What follows belongs to an exercise in optimizing a design on an open flow for small area, a short achievable clock period and few clock cycles per item; a production flow would make more cautious choices.
Only simulation tests tie the RTL to the original design; equivalence was not proved.

==> flow/design.v (excerpt) <==
module srt4_divider (
    input  wire         clk,
    input  wire         rst,         
    input  wire         start,
    input  wire [95:0]  x,           
    input  wire [95:0]  y,           
    input  wire [6:0]   cmd,         
    output wire [7:0]   status,      
    output wire         done,
    output wire         err,
    output wire [95:0]  xn,
    output wire [6:0]   ex,
    output wire [95:0]  yn,
    output wire [6:0]   ey,
    output wire [95:0]  dapx,
    output wire [95:0]  q,
    output wire [95:0]  qs,
    output reg  [98:0]  digits,      
    output reg  [32:0]  defs         
);
    localparam integer K    = 2;             
    localparam integer GW   = 2 * K;         
    localparam integer LGW  = 2;             
    localparam integer NGR  = 96 / GW;       
    localparam integer OFF  = 8;             
    localparam integer NMAX = 33;
    localparam [1:0] PH_IDLE = 2'd0, PH_RUN = 2'd1, PH_DONE = 2'd2, PH_ERR = 2'd3;
    localparam [2:0] EC_NONE = 3'd0, EC_TABLE = 3'd2, EC_DOMAIN = 3'd3, EC_PREC = 3'd4;
    reg [1:0]  phase;
    reg [2:0]  errcode;
    reg        defect_seen;
    reg [5:0]  nr;
    reg        moder;
    reg [5:0]  j;                
    reg [64:0] xn_r;             
    reg [63:0] yn_r;             
    reg [6:0]  ywn;              
    reg [4:0]  ex_r, ey_r;
    reg [67:0] rem, car;         
    reg [66:0] q_r;              
    reg [95:0] qs_r;             
    assign status = {2'b00, errcode, defect_seen, phase};
    assign done   = (phase == PH_DONE);
    assign err    = (phase == PH_ERR);
    assign xn     = {31'd0, xn_r};
    assign yn     = {31'd0, 1'b1, yn_r};
    assign ex     = {2'd0, ex_r};
    assign ey     = {2'd0, ey_r};
    assign dapx   = {31'd0, 1'b1, yn_r[63:60], 60'd0};
    assign qs     = qs_r;
    assign q      = {{29{q_r[66]}}, q_r};
    wire run = (phase == PH_RUN);
    function [4:0] lead(input [30:0] a);
        integer b;
        begin
            lead = 5'd0;
            for (b = 0; b < 31; b = b + 1)
  ...
Size: ~840 I/O pins, roughly 51,000 µm² of cells after synthesis.
clock: 10.0 ns
lec_check: 0
abc_area: 1
cap_margin: 20
core_margin: 2
core_utilization: 50
setup_slack_margin: 5
slew_margin: 20
run.sh (not shown) runs the stock make flow with config.mk's settings and CLKGATE_MAP_FILE= SYNTH_SCRIPT=/design/flow/synth_recipe.tcl, a recipe that flattens the netlist after the stock synthesis.
The baseline produced a clean layout.
Testbench counts at the start, summed over its fixed seeds: cycles 33,224, items 2,400.
Next try:
==> flow/flow/run.sh (new file) <==
#!/bin/bash
# The standard layout (standard.sh, all steps), with one change: the
# buffers that buffer_ports puts on every input and output port are
# sky130_fd_sc_hd__buf_1 cells instead of the cell buffer_ports picks by
# itself (clkdlybuf4s50_1, a delay cell of 10 um2). Every port still gets
# its own buffer; the resizer may upsize it like any other cell.
set -euo pipefail
export BUFFER_PORTS_ARGS="-buffer_cell sky130_fd_sc_hd__buf_1"
bash standard.sh > standard.log 2>&1
==> flow/standard.sh (new file) <==
#!/bin/bash
# synth_recipe.tcl (not shown) runs the flow's synth.tcl, then flattens the netlist and writes it again
# the make line also repeats each setting of config.mk as NAME=value (left out here)
make -C /OpenROAD-flow-scripts/flow DESIGN_CONFIG=/design/flow/config.mk WORK_HOME=/design/flow/orfs CLKGATE_MAP_FILE= SYNTH_SCRIPT=/design/flow/synth_recipe.tcl "${@:-finish}"
--- a/flow/config.mk
+++ b/flow/config.mk
@@ -11,3 +11,4 @@
 export CORE_UTILIZATION = 50
-export SETUP_SLACK_MARGIN = 5
+export SETUP_SLACK_MARGIN = 4.5
 export SLEW_MARGIN = 20
+export TNS_END_PERCENT = 10
removed: flow/run.sh
Effect: Via count goes down by 7.5%. Fmax goes up by 2.5%. Utilization goes down by 13 points. First-iteration DRC count goes down by 27%. Die area does not change. Synthesized area is unchanged. Sequential share of layout area goes up by 4.3 points. Flip-flop and latch count stays the same. Worst hold slack loses 7.7 ps.
Next try:
--- a/flow/config.mk
+++ b/flow/config.mk
@@ -11,3 +11,3 @@
 export CORE_UTILIZATION = 50
-export SETUP_SLACK_MARGIN = 4.5
+export SETUP_SLACK_MARGIN = 5
 export SLEW_MARGIN = 20
Effect:
- cell count rises by 0.41%
- sequential cell count does not change
- worst hold slack improved by 6.7 ps
- die area does not change
- wire length rises by 3.1%

========
## oak
Starting RTL as in the previous note.
clock: 10.0 ns
lec_check: 0
abc_area: 1
cap_margin: 20
core_margin: 2
core_utilization: 50
setup_slack_margin: 5
slew_margin: 20
tns_end_percent: 2
standard.sh (not shown) runs the stock make flow with config.mk's settings and CLKGATE_MAP_FILE= SYNTH_SCRIPT=/design/flow/synth_recipe.tcl, a recipe that flattens the netlist after the stock synthesis.
==> flow/flow/run.sh <==
#!/bin/bash
# The standard layout (standard.sh, all steps), with one change: the
# buffers that buffer_ports puts on every input and output port are
# sky130_fd_sc_hd__buf_1 cells instead of the cell buffer_ports picks by
# itself (clkdlybuf4s50_1, a delay cell of 10 um2). Every port still gets
# its own buffer; the resizer may upsize it like any other cell.
set -euo pipefail
export BUFFER_PORTS_ARGS="-buffer_cell sky130_fd_sc_hd__buf_1"
bash standard.sh > standard.log 2>&1
oak was carried through to the last stage, and its layout satisfied the timing, DRC and antenna checks.
Testbench counts of oak, summed over its fixed seeds: cycles 33,224, items 2,400.
--- input diff oak..pine ---
--- a/flow/config.mk
+++ b/flow/config.mk
@@ -11 +11,3 @@
-export CORE_UTILIZATION = 50
+export CORE_UTILIZATION = 55
+export CTS_BUF_LIST = sky130_fd_sc_hd__clkbuf_8
+export PLACE_DENSITY = 0.7
@@ -14 +16 @@
-export TNS_END_PERCENT = 2
+export TNS_END_PERCENT = 10
[summary]
- pine: PASS, flow complete, no timing, DRC or antenna violations
- [compare] base=oak new=pine: sum of negative setup slack now sits at about the same level; pin count of the biggest net entering global routing went up; number of clock buffers in the layout increased by 26 relative to the old numbers.
Setup changes, pine to birch
--- a/flow/config.mk
+++ b/flow/config.mk
@@ -11,3 +11 @@
-export CORE_UTILIZATION = 55
-export CTS_BUF_LIST = sky130_fd_sc_hd__clkbuf_8
-export PLACE_DENSITY = 0.7
+export CORE_UTILIZATION = 50
@@ -16 +14 @@
-export TNS_END_PERCENT = 10
+export TNS_END_PERCENT = 0
[summary]
The lower share of the clock period used by the worst path of birch and pine is in birch. Going from pine to birch, the required time of the critical path was found to have gone down by 80 ps. Going from pine to birch, total via count after detailed routing shrinks by 4.5%. On arrival time at the worst endpoint: between birch and pine, it ends up lower for birch.

==> re-timing with driven ports <==
In the flow no input, the clock included, has a driving cell. The finished layouts below were timed again as built, in two steps. Step 1: set_driving_cell puts a clkbuf_16 on clk and a buf_2 on each other input, an assumption about the parent block. Step 2 also shifts input and output timing later by t, the mid clock arrival at the registers, as if the neighbouring blocks saw the same clock. Slacks: no drivers / after step 1 / after step 2; pairs: no drivers / after step 1.
run | shift t [ns] | setup slack, ns | worst setup path after step 2 | cell pins on the clock port's net
the first run of note 1 | 0.712 | 4.314 / 4.314 / 4.256 | input to register | 1
the second run of note 1 | 0.728 | 4.455 / 4.455 / 3.973 | input to register | 1
the third run of note 1 | 0.723 | 4.366 / 4.366 / 3.879 | input to register | 1
oak | 0.724 | 4.435 / 4.435 / 3.834 | input to register | 1
pine | 0.855 | 4.044 / 4.044 / 3.864 | input to register | 1
birch | 0.722 | 4.403 / 4.403 / 3.904 | input to register | 1
After both steps setup and hold are still met in every run listed. The setup slack of oak, which loses most, moves by 0.000 ns with the drivers and by -0.601 ns with both steps.
